Context: an optimization exercise on an open-source flow, tuned for small area, a short achievable clock period and few clock cycles per item. The choices shown serve that exercise and are no tape-out recipe. The RTL was checked by simulation tests, not by an equivalence proof against the original design.

==> inputs of 09-27 <==
Design yuv_to_rgb_converter, start of the top module:
module yuv_to_rgb_converter (
    input  wire        clk,
    input  wire        rst,
    input  wire        cmd_valid,
    output wire        cmd_ready,
    input  wire [63:0] cmd_data,
    output wire        rsp_valid,
    input  wire        rsp_ready,
    output wire [63:0] rsp_data
);
    localparam [3:0] ST_OK       = 4'd0,
                     ST_BITDEPTH = 4'd1,
                     ST_LENGTH   = 4'd2,
                     ST_RANGE    = 4'd3,
                     ST_SPACE    = 4'd4,
                     ST_ILLEGAL  = 4'd5,
                     ST_SEQUENCE = 4'd6;
    reg        batch;
    reg [13:0] p_par;
    reg [15:0] rem;
    reg        berr;
    reg        v0, v1, v2, v3, v4;
    reg [63:0] d0;                      
    reg        cv1, cv2, cv3, cv4;      
    reg [7:0]  h1, h2, h3, h4;          
    reg [2:0]  sp1, sp2, sp3, sp4;
    reg        rg1, rg2, rg3, rg4;
    reg [1:0]  dc1, dc2, dc3, dc4;
    reg [1:0]  ec1, ec2, ec3, ec4;
    reg signed [16:0] vy1, vcr1, vcb1;
    reg signed [17:0] xr1, xb1;
    reg [5:0]  spo1;
    reg [4:0]  nio1;
    reg signed [16:0] vy2, vcr2, vcb2, vy3, vcr3, vcb3, vy4, vcr4, vcb4;
    reg [42:0] sr2, cr2, sgr2, cgr2, sgb2, cgb2, sb2, cb2;
    reg [42:0] yt2;
    reg [27:0] u1;
    reg signed [42:0] vr3, vg3, vb3;
    reg [3:0]  eo3;                     
    reg [15:0] q4 [0:2];
    reg [2:0]  amb4;
    reg        hv, sv;
    reg [55:0] hd, sd;
    wire adv = !v4 || (amb4 == 3'b000 && !(hv && sv));
    assign cmd_ready = adv;
    wire accept = cmd_valid && adv;
    assign rsp_valid = hv;
    assign rsp_data  = {hd[55:48], 8'd0, hd[47:0]};
    wire [1:0]  c_op    = d0[63:62];
    wire [15:0] c_a     = d0[61:46];
  ...
Settings: LEC_CHECK=0, CAP_MARGIN=20, CORE_MARGIN=2, CORE_UTILIZATION=30, PLACE_DENSITY=0.5, SLEW_MARGIN=20, SYNTH_MEMORY_MAX_BITS=65536; clock period 14.0 ns.
run.sh (not shown) runs the stock make flow with config.mk's settings and CLKGATE_MAP_FILE= SYNTH_SCRIPT=/design/flow/synth_recipe.tcl, a recipe that flattens the netlist after the stock synthesis.
==> inputs of 05-24, as changes to 09-27 <==
--- a/flow/design.v
+++ b/flow/design.v
@@ -2999,38 +2999,42 @@
                      ST_SPACE    = 4'd4,
                      ST_ILLEGAL  = 4'd5,
                      ST_SEQUENCE = 4'd6;
     reg        batch;
     reg [13:0] p_par;
     reg [15:0] rem;
     reg        berr;
-    reg        v0, v1, v2, v3, v4;
+    reg        v0, v1, v2, v3, v4, v5;
     reg [63:0] d0;                      
-    reg        cv1, cv2, cv3, cv4;      
-    reg [7:0]  h1, h2, h3, h4;          
-    reg [2:0]  sp1, sp2, sp3, sp4;
-    reg        rg1, rg2, rg3, rg4;
-    reg [1:0]  dc1, dc2, dc3, dc4;
-    reg [1:0]  ec1, ec2, ec3, ec4;
+    reg        cv1, cv2, cv3, cv4, cv5;  
+    reg [7:0]  h1, h2, h3, h4, h5;      
+    reg [2:0]  sp1, sp2, sp3, sp4, sp5;
+    reg        rg1, rg2, rg3, rg4, rg5;
+    reg [1:0]  dc1, dc2, dc3, dc4, dc5;
+    reg [1:0]  ec1, ec2, ec3, ec4, ec5;
     reg signed [16:0] vy1, vcr1, vcb1;
     reg signed [17:0] xr1, xb1;
     reg [5:0]  spo1;
     reg [4:0]  nio1;
-    reg signed [16:0] vy2, vcr2, vcb2, vy3, vcr3, vcb3, vy4, vcr4, vcb4;
+    reg signed [16:0] vy2, vcr2, vcb2, vy3, vcr3, vcb3, vy4, vcr4, vcb4, vy5, vcr5, vcb5;
     reg [42:0] sr2, cr2, sgr2, cgr2, sgb2, cgb2, sb2, cb2;
     reg [42:0] yt2;
     reg [27:0] u1;
     reg signed [42:0] vr3, vg3, vb3;
     reg [3:0]  eo3;                     
-    reg [15:0] q4 [0:2];
-    reg [2:0]  amb4;
+    reg [38:0] t4 [0:2];                
+    reg [2:0]  tr4;
+    reg [3:0]  eo4;
+    reg [15:0] q5 [0:2];
+    reg [2:0]  amb5;
     reg        hv, sv;
     reg [55:0] hd, sd;
-    wire adv = !v4 || (amb4 == 3'b000 && !(hv && sv));
-    assign cmd_ready = adv;
+    wire adv = !v5 || (amb5 == 3'b000 && !(hv && sv));
+    reg  ready_r;
+    assign cmd_ready = ready_r;
     wire accept = cmd_valid && adv;
     assign rsp_valid = hv;
     assign rsp_data  = {hd[55:48], 8'd0, hd[47:0]};
     wire [1:0]  c_op    = d0[63:62];
     wire [15:0] c_a     = d0[61:46];
     wire [15:0] c_b     = d0[45:30];
     wire [15:0] c_c     = d0[29:14];
@@ -3205,60 +3209,83 @@
         begin
             vx = {{16{v[42]}}, v};
             vs = ({59{eo[0]}} & (vx << 8)) | ({59{eo[1]}} & (vx << 10)) |
                  ({59{eo[2]}} & (vx << 12)) | ({59{eo[3]}} & (vx << 16));
             mo_times = vs - vx + (59'd1 << 37);
         end
     endfunction
-    wire [15:0] mo3 = {{4{eo3[3]}}, {2{eo3[3] | eo3[2]}}, {2{eo3[3] | eo3[2] | eo3[1]}}, 8'hff};
+    wire [58:0] tt_r = mo_times(vr3, eo3);
+    wire [58:0] tt_g = mo_times(vg3, eo3);
+    wire [58:0] tt_b = mo_times(vb3, eo3);
+    wire [15:0] mo4 = {{4{eo4[3]}}, {2{eo4[3] | eo4[2]}}, {2{eo4[3] | eo4[2] | eo4[1]}}, 8'hff};
     reg [15:0] nq [0:2];
     reg [2:0]  namb;
-    reg [58:0] tt;
     reg [20:0] cc;
     integer ch;
     always @(*) begin
         for (ch = 0; ch < 3; ch = ch + 1) begin
-            tt = mo_times(ch == 0 ? vr3 : ch == 1 ? vg3 : vb3, eo3);
-            cc = tt[58:38];
+            cc = t4[ch][38:18];
             if (cc[20])
                 nq[ch] = 16'd0;
-            else if (cc[19:16] != 4'd0 || (cc[15:0] & ~mo3) != 16'd0)
-                nq[ch] = mo3;
+            else if (cc[19:16] != 4'd0 || (cc[15:0] & ~mo4) != 16'd0)
+                nq[ch] = mo4;
             else
                 nq[ch] = cc[15:0];
-            namb[ch] = cv3 && !trust[ch] && (tt[37:20] == 18'd0) && !cc[20] &&
-                       (cc != 21'd0) && (cc[19:16] == 4'd0) && (cc[15:0] <= mo3);
+            namb[ch] = cv4 && !tr4[ch] && (t4[ch][17:0] == 18'd0) && !cc[20] &&
+                       (cc != 21'd0) && (cc[19:16] == 4'd0) && ((cc[15:0] & ~mo4) == 16'd0);
         end
     end
     wire       xc_busy, xc_done, xc_ge;
-    wire [1:0] xc_ch = amb4[0] ? 2'd0 : amb4[1] ? 2'd1 : 2'd2;
+    wire [1:0] xc_ch = amb5[0] ? 2'd0 : amb5[1] ? 2'd1 : 2'd2;
     exact_check u_xc (
-        .clk(clk), .rst(rst), .start(v4 && amb4 != 3'b000 && !xc_busy && !xc_done),
-        .sp(sp4), .ch(xc_ch), .studio(!(rg4 || sp4 == 3'd6)), .dc(dc4), .ec(ec4),
-        .vy(vy4), .vcr(vcr4), .vcb(vcb4), .c(q4[xc_ch]),
+        .clk(clk), .rst(rst), .start(v5 && amb5 != 3'b000 && !xc_busy && !xc_done),
+        .sp(sp5), .ch(xc_ch), .studio(!(rg5 || sp5 == 3'd6)), .dc(dc5), .ec(ec5),
+        .vy(vy5), .vcr(vcr5), .vcb(vcb5), .c(q5[xc_ch]),
         .busy(xc_busy), .done(xc_done), .ge(xc_ge)
     );
-    wire [55:0] w4 = {h4, cv4 ? {q4[0], q4[1], q4[2]} : 48'd0};
-    wire push = adv && v4;
+    wire [55:0] w5 = {h5, cv5 ? {q5[0], q5[1], q5[2]} : 48'd0};
+    wire push = adv && v5;
     wire pop  = hv && rsp_ready;
+    reg       v5_n, hv_n, sv_n;
+    reg [2:0] amb5_n;
+    always @(*) begin
+        v5_n   = adv ? v4 : v5;
+        amb5_n = amb5;
+        if (adv)
+            amb5_n = namb;
+        else if (xc_done)
+            amb5_n[xc_ch] = 1'b0;
+        hv_n = hv;
+        sv_n = sv;
+        if (pop) begin
+            if (sv) sv_n = push;
+            else    hv_n = push;
+        end else if (push) begin
+            if (hv) sv_n = 1'b1;
+            else    hv_n = 1'b1;
+        end
+    end
     always @(posedge clk) begin
         if (rst) begin
-            v0 <= 1'b0; v1 <= 1'b0; v2 <= 1'b0; v3 <= 1'b0; v4 <= 1'b0;
-            amb4 <= 3'b000;
+            v0 <= 1'b0; v1 <= 1'b0; v2 <= 1'b0; v3 <= 1'b0; v4 <= 1'b0; v5 <= 1'b0;
+            amb5 <= 3'b000;
             hv <= 1'b0; sv <= 1'b0;
+            ready_r <= 1'b1;
         end else begin
+            ready_r <= !v5_n || (amb5_n == 3'b000 && !(hv_n && sv_n));
             if (adv) begin
                 v0 <= accept;
                 v1 <= v0;
                 v2 <= v1;
                 v3 <= v2;
                 v4 <= v3;
-                amb4 <= namb;
+                v5 <= v4;
+                amb5 <= namb;
             end else if (xc_done) begin
-                amb4[xc_ch] <= 1'b0;
+                amb5[xc_ch] <= 1'b0;
             end
             if (pop) begin
                 if (sv) begin
                     sv <= push;
                 end else begin
                     hv <= push;
                 end
@@ -3286,20 +3313,25 @@
             sp3 <= sp2;   rg3 <= rg2;   dc3 <= dc2;   ec3 <= ec2;
             vy3 <= vy2;   vcr3 <= vcr2; vcb3 <= vcb2;
             vr3 <= nvr;   vg3 <= nvg;   vb3 <= nvb;
             eo3 <= {ec2 == 2'd3, ec2 == 2'd2, ec2 == 2'd1, ec2 == 2'd0};
             cv4 <= cv3;   h4 <= h3;
             sp4 <= sp3;   rg4 <= rg3;   dc4 <= dc3;   ec4 <= ec3;
             vy4 <= vy3;   vcr4 <= vcr3; vcb4 <= vcb3;
-            q4[0] <= nq[0]; q4[1] <= nq[1]; q4[2] <= nq[2];
+            t4[0] <= tt_r[58:20]; t4[1] <= tt_g[58:20]; t4[2] <= tt_b[58:20];
+            tr4 <= trust; eo4 <= eo3;
+            cv5 <= cv4;   h5 <= h4;
+            sp5 <= sp4;   rg5 <= rg4;   dc5 <= dc4;   ec5 <= ec4;
+            vy5 <= vy4;   vcr5 <= vcr4; vcb5 <= vcb4;
+            q5[0] <= nq[0]; q5[1] <= nq[1]; q5[2] <= nq[2];
         end else if (xc_done && !xc_ge) begin
-            q4[xc_ch] <= q4[xc_ch] - 16'd1;
+            q5[xc_ch] <= q5[xc_ch] - 16'd1;
         end
         if (pop) begin
-            hd <= sv ? sd : w4;
-            if (sv) sd <= w4;
+            hd <= sv ? sd : w5;
+            if (sv) sd <= w5;
         end else if (push) begin
-            if (hv) sd <= w4;
-            else    hd <= w4;
+            if (hv) sd <= w5;
+            else    hd <= w5;
         end
     end
 endmodule
- CORE_UTILIZATION: 30 -> 45
- PLACE_DENSITY: 0.5 -> 0.65
==> inputs of 10-22, as changes to 09-27 <==
--- a/flow/design.v
+++ b/flow/design.v
@@ -2999,38 +2999,42 @@
                      ST_SPACE    = 4'd4,
                      ST_ILLEGAL  = 4'd5,
                      ST_SEQUENCE = 4'd6;
     reg        batch;
     reg [13:0] p_par;
     reg [15:0] rem;
     reg        berr;
-    reg        v0, v1, v2, v3, v4;
+    reg        v0, v1, v2, v3, v4, v5;
     reg [63:0] d0;                      
-    reg        cv1, cv2, cv3, cv4;      
-    reg [7:0]  h1, h2, h3, h4;          
-    reg [2:0]  sp1, sp2, sp3, sp4;
-    reg        rg1, rg2, rg3, rg4;
-    reg [1:0]  dc1, dc2, dc3, dc4;
-    reg [1:0]  ec1, ec2, ec3, ec4;
+    reg        cv1, cv2, cv3, cv4, cv5;  
+    reg [7:0]  h1, h2, h3, h4, h5;      
+    reg [2:0]  sp1, sp2, sp3, sp4, sp5;
+    reg        rg1, rg2, rg3, rg4, rg5;
+    reg [1:0]  dc1, dc2, dc3, dc4, dc5;
+    reg [1:0]  ec1, ec2, ec3, ec4, ec5;
     reg signed [16:0] vy1, vcr1, vcb1;
     reg signed [17:0] xr1, xb1;
     reg [5:0]  spo1;
     reg [4:0]  nio1;
-    reg signed [16:0] vy2, vcr2, vcb2, vy3, vcr3, vcb3, vy4, vcr4, vcb4;
+    reg signed [16:0] vy2, vcr2, vcb2, vy3, vcr3, vcb3, vy4, vcr4, vcb4, vy5, vcr5, vcb5;
     reg [42:0] sr2, cr2, sgr2, cgr2, sgb2, cgb2, sb2, cb2;
     reg [42:0] yt2;
     reg [27:0] u1;
     reg signed [42:0] vr3, vg3, vb3;
     reg [3:0]  eo3;                     
-    reg [15:0] q4 [0:2];
-    reg [2:0]  amb4;
+    reg [38:0] t4 [0:2];                
+    reg [2:0]  tr4;
+    reg [3:0]  eo4;
+    reg [15:0] q5 [0:2];
+    reg [2:0]  amb5;
     reg        hv, sv;
     reg [55:0] hd, sd;
-    wire adv = !v4 || (amb4 == 3'b000 && !(hv && sv));
-    assign cmd_ready = adv;
+    wire adv = !v5 || (amb5 == 3'b000 && !(hv && sv));
+    reg  ready_r;
+    assign cmd_ready = ready_r;
     wire accept = cmd_valid && adv;
     assign rsp_valid = hv;
     assign rsp_data  = {hd[55:48], 8'd0, hd[47:0]};
     wire [1:0]  c_op    = d0[63:62];
     wire [15:0] c_a     = d0[61:46];
     wire [15:0] c_b     = d0[45:30];
     wire [15:0] c_c     = d0[29:14];
@@ -3205,60 +3209,83 @@
         begin
             vx = {{16{v[42]}}, v};
             vs = ({59{eo[0]}} & (vx << 8)) | ({59{eo[1]}} & (vx << 10)) |
                  ({59{eo[2]}} & (vx << 12)) | ({59{eo[3]}} & (vx << 16));
             mo_times = vs - vx + (59'd1 << 37);
         end
     endfunction
-    wire [15:0] mo3 = {{4{eo3[3]}}, {2{eo3[3] | eo3[2]}}, {2{eo3[3] | eo3[2] | eo3[1]}}, 8'hff};
+    wire [58:0] tt_r = mo_times(vr3, eo3);
+    wire [58:0] tt_g = mo_times(vg3, eo3);
+    wire [58:0] tt_b = mo_times(vb3, eo3);
+    wire [15:0] mo4 = {{4{eo4[3]}}, {2{eo4[3] | eo4[2]}}, {2{eo4[3] | eo4[2] | eo4[1]}}, 8'hff};
     reg [15:0] nq [0:2];
     reg [2:0]  namb;
-    reg [58:0] tt;
     reg [20:0] cc;
     integer ch;
     always @(*) begin
         for (ch = 0; ch < 3; ch = ch + 1) begin
-            tt = mo_times(ch == 0 ? vr3 : ch == 1 ? vg3 : vb3, eo3);
-            cc = tt[58:38];
+            cc = t4[ch][38:18];
             if (cc[20])
                 nq[ch] = 16'd0;
-            else if (cc[19:16] != 4'd0 || (cc[15:0] & ~mo3) != 16'd0)
-                nq[ch] = mo3;
+            else if (cc[19:16] != 4'd0 || (cc[15:0] & ~mo4) != 16'd0)
+                nq[ch] = mo4;
             else
                 nq[ch] = cc[15:0];
-            namb[ch] = cv3 && !trust[ch] && (tt[37:20] == 18'd0) && !cc[20] &&
-                       (cc != 21'd0) && (cc[19:16] == 4'd0) && (cc[15:0] <= mo3);
+            namb[ch] = cv4 && !tr4[ch] && (t4[ch][17:0] == 18'd0) && !cc[20] &&
+                       (cc != 21'd0) && (cc[19:16] == 4'd0) && ((cc[15:0] & ~mo4) == 16'd0);
         end
     end
     wire       xc_busy, xc_done, xc_ge;
-    wire [1:0] xc_ch = amb4[0] ? 2'd0 : amb4[1] ? 2'd1 : 2'd2;
+    wire [1:0] xc_ch = amb5[0] ? 2'd0 : amb5[1] ? 2'd1 : 2'd2;
     exact_check u_xc (
-        .clk(clk), .rst(rst), .start(v4 && amb4 != 3'b000 && !xc_busy && !xc_done),
-        .sp(sp4), .ch(xc_ch), .studio(!(rg4 || sp4 == 3'd6)), .dc(dc4), .ec(ec4),
-        .vy(vy4), .vcr(vcr4), .vcb(vcb4), .c(q4[xc_ch]),
+        .clk(clk), .rst(rst), .start(v5 && amb5 != 3'b000 && !xc_busy && !xc_done),
+        .sp(sp5), .ch(xc_ch), .studio(!(rg5 || sp5 == 3'd6)), .dc(dc5), .ec(ec5),
+        .vy(vy5), .vcr(vcr5), .vcb(vcb5), .c(q5[xc_ch]),
         .busy(xc_busy), .done(xc_done), .ge(xc_ge)
     );
-    wire [55:0] w4 = {h4, cv4 ? {q4[0], q4[1], q4[2]} : 48'd0};
-    wire push = adv && v4;
+    wire [55:0] w5 = {h5, cv5 ? {q5[0], q5[1], q5[2]} : 48'd0};
+    wire push = adv && v5;
     wire pop  = hv && rsp_ready;
+    reg       v5_n, hv_n, sv_n;
+    reg [2:0] amb5_n;
+    always @(*) begin
+        v5_n   = adv ? v4 : v5;
+        amb5_n = amb5;
+        if (adv)
+            amb5_n = namb;
+        else if (xc_done)
+            amb5_n[xc_ch] = 1'b0;
+        hv_n = hv;
+        sv_n = sv;
+        if (pop) begin
+            if (sv) sv_n = push;
+            else    hv_n = push;
+        end else if (push) begin
+            if (hv) sv_n = 1'b1;
+            else    hv_n = 1'b1;
+        end
+    end
     always @(posedge clk) begin
         if (rst) begin
-            v0 <= 1'b0; v1 <= 1'b0; v2 <= 1'b0; v3 <= 1'b0; v4 <= 1'b0;
-            amb4 <= 3'b000;
+            v0 <= 1'b0; v1 <= 1'b0; v2 <= 1'b0; v3 <= 1'b0; v4 <= 1'b0; v5 <= 1'b0;
+            amb5 <= 3'b000;
             hv <= 1'b0; sv <= 1'b0;
+            ready_r <= 1'b1;
         end else begin
+            ready_r <= !v5_n || (amb5_n == 3'b000 && !(hv_n && sv_n));
             if (adv) begin
                 v0 <= accept;
                 v1 <= v0;
                 v2 <= v1;
                 v3 <= v2;
                 v4 <= v3;
-                amb4 <= namb;
+                v5 <= v4;
+                amb5 <= namb;
             end else if (xc_done) begin
-                amb4[xc_ch] <= 1'b0;
+                amb5[xc_ch] <= 1'b0;
             end
             if (pop) begin
                 if (sv) begin
                     sv <= push;
                 end else begin
                     hv <= push;
                 end
@@ -3286,20 +3313,25 @@
             sp3 <= sp2;   rg3 <= rg2;   dc3 <= dc2;   ec3 <= ec2;
             vy3 <= vy2;   vcr3 <= vcr2; vcb3 <= vcb2;
             vr3 <= nvr;   vg3 <= nvg;   vb3 <= nvb;
             eo3 <= {ec2 == 2'd3, ec2 == 2'd2, ec2 == 2'd1, ec2 == 2'd0};
             cv4 <= cv3;   h4 <= h3;
             sp4 <= sp3;   rg4 <= rg3;   dc4 <= dc3;   ec4 <= ec3;
             vy4 <= vy3;   vcr4 <= vcr3; vcb4 <= vcb3;
-            q4[0] <= nq[0]; q4[1] <= nq[1]; q4[2] <= nq[2];
+            t4[0] <= tt_r[58:20]; t4[1] <= tt_g[58:20]; t4[2] <= tt_b[58:20];
+            tr4 <= trust; eo4 <= eo3;
+            cv5 <= cv4;   h5 <= h4;
+            sp5 <= sp4;   rg5 <= rg4;   dc5 <= dc4;   ec5 <= ec4;
+            vy5 <= vy4;   vcr5 <= vcr4; vcb5 <= vcb4;
+            q5[0] <= nq[0]; q5[1] <= nq[1]; q5[2] <= nq[2];
         end else if (xc_done && !xc_ge) begin
-            q4[xc_ch] <= q4[xc_ch] - 16'd1;
+            q5[xc_ch] <= q5[xc_ch] - 16'd1;
         end
         if (pop) begin
-            hd <= sv ? sd : w4;
-            if (sv) sd <= w4;
+            hd <= sv ? sd : w5;
+            if (sv) sd <= w5;
         end else if (push) begin
-            if (hv) sd <= w4;
-            else    hd <= w4;
+            if (hv) sd <= w5;
+            else    hd <= w5;
         end
     end
 endmodule
==> impl_metrics.csv <==
group,metric,value,unit
route,m1WireLength,216,mm
synth,synth_cell_types,97,
synth,synth_seq_cells,1198,
cells_and_area,layout.cells.non_filler,19100,
run_status,status,"complete, no violations",
synth,netlist_instances,13500,
clock_network,clkSinkCount,1198,
place,dp.cells,18800,
clock_network,clkLatencyLatePin,900,ps
floorplanning,core,438000,sq um
That was 09-27.
==> impl_metrics.csv <==
group,metric,value,unit
run_status,status,"complete, no violations",
clock_network,clkSinkCount,1387,
route,m1WireLength,188,mm
place,dp.cells,17300,
clock_network,clkLatencyLatePin,890,ps
floorplanning,core,303000,sq um
synth,synth_seq_cells,1387,
cells_and_area,layout.cells.non_filler,17600,
synth,netlist_instances,13700,
synth,synth_cell_types,102,
That was 05-24.
==> impl_metrics.csv <==
group,metric,value,unit
place,dp.cells,19300,
clock_network,clkLatencyLatePin,970,ps
clock_network,htreeDepth,4,
run_status,status,"complete, no violations",
clock_network,clkSinkCount,1387,
synth,synth-xor-area-share,0.0983,
cells_and_area,layout.cells.non_filler,19600,
floorplanning,core,456000,sq um
route,m1WireLength,215,mm
synth,netlist_instances,13700,
That was 10-22.
Testbench counts of 09-27, summed over its fixed seeds: cycles 2,424, items 2,400.
Testbench counts of 05-24, summed over its fixed seeds: cycles 2,428, items 2,400.
Testbench counts of 10-22, summed over its fixed seeds: cycles 2,428, items 2,400.

[port drivers added, routing unchanged]
The results above use ideal ports. As a check the final layouts listed here were re-extracted and re-timed, cells and wires unchanged.
Step 1: set_driving_cell puts a clkbuf_16 on clk and a buf_2 on each other input, an assumption about the parent block.
Step 2 adds t to the input delays and takes it off the output delays; t is the mean of the earliest and latest rising clock arrival at the registers after step 1. Input paths then give back, and output paths get back, about the clock's delay inside the block.
Three values: ideal, step 1, step 2; two values: the first two.
run	t, ns	setup WS [ns]	hold WS [ns]
09-27	0.960	6.004 / 6.004 / 6.004	0.407 / 0.407 / 0.407
05-24	0.944	7.064 / 7.064 / 7.064	0.377 / 0.377 / 0.377
10-22	1.016	7.023 / 7.023 / 7.023	0.350 / 0.350 / 0.350
After both steps setup and hold are still met in every run listed.
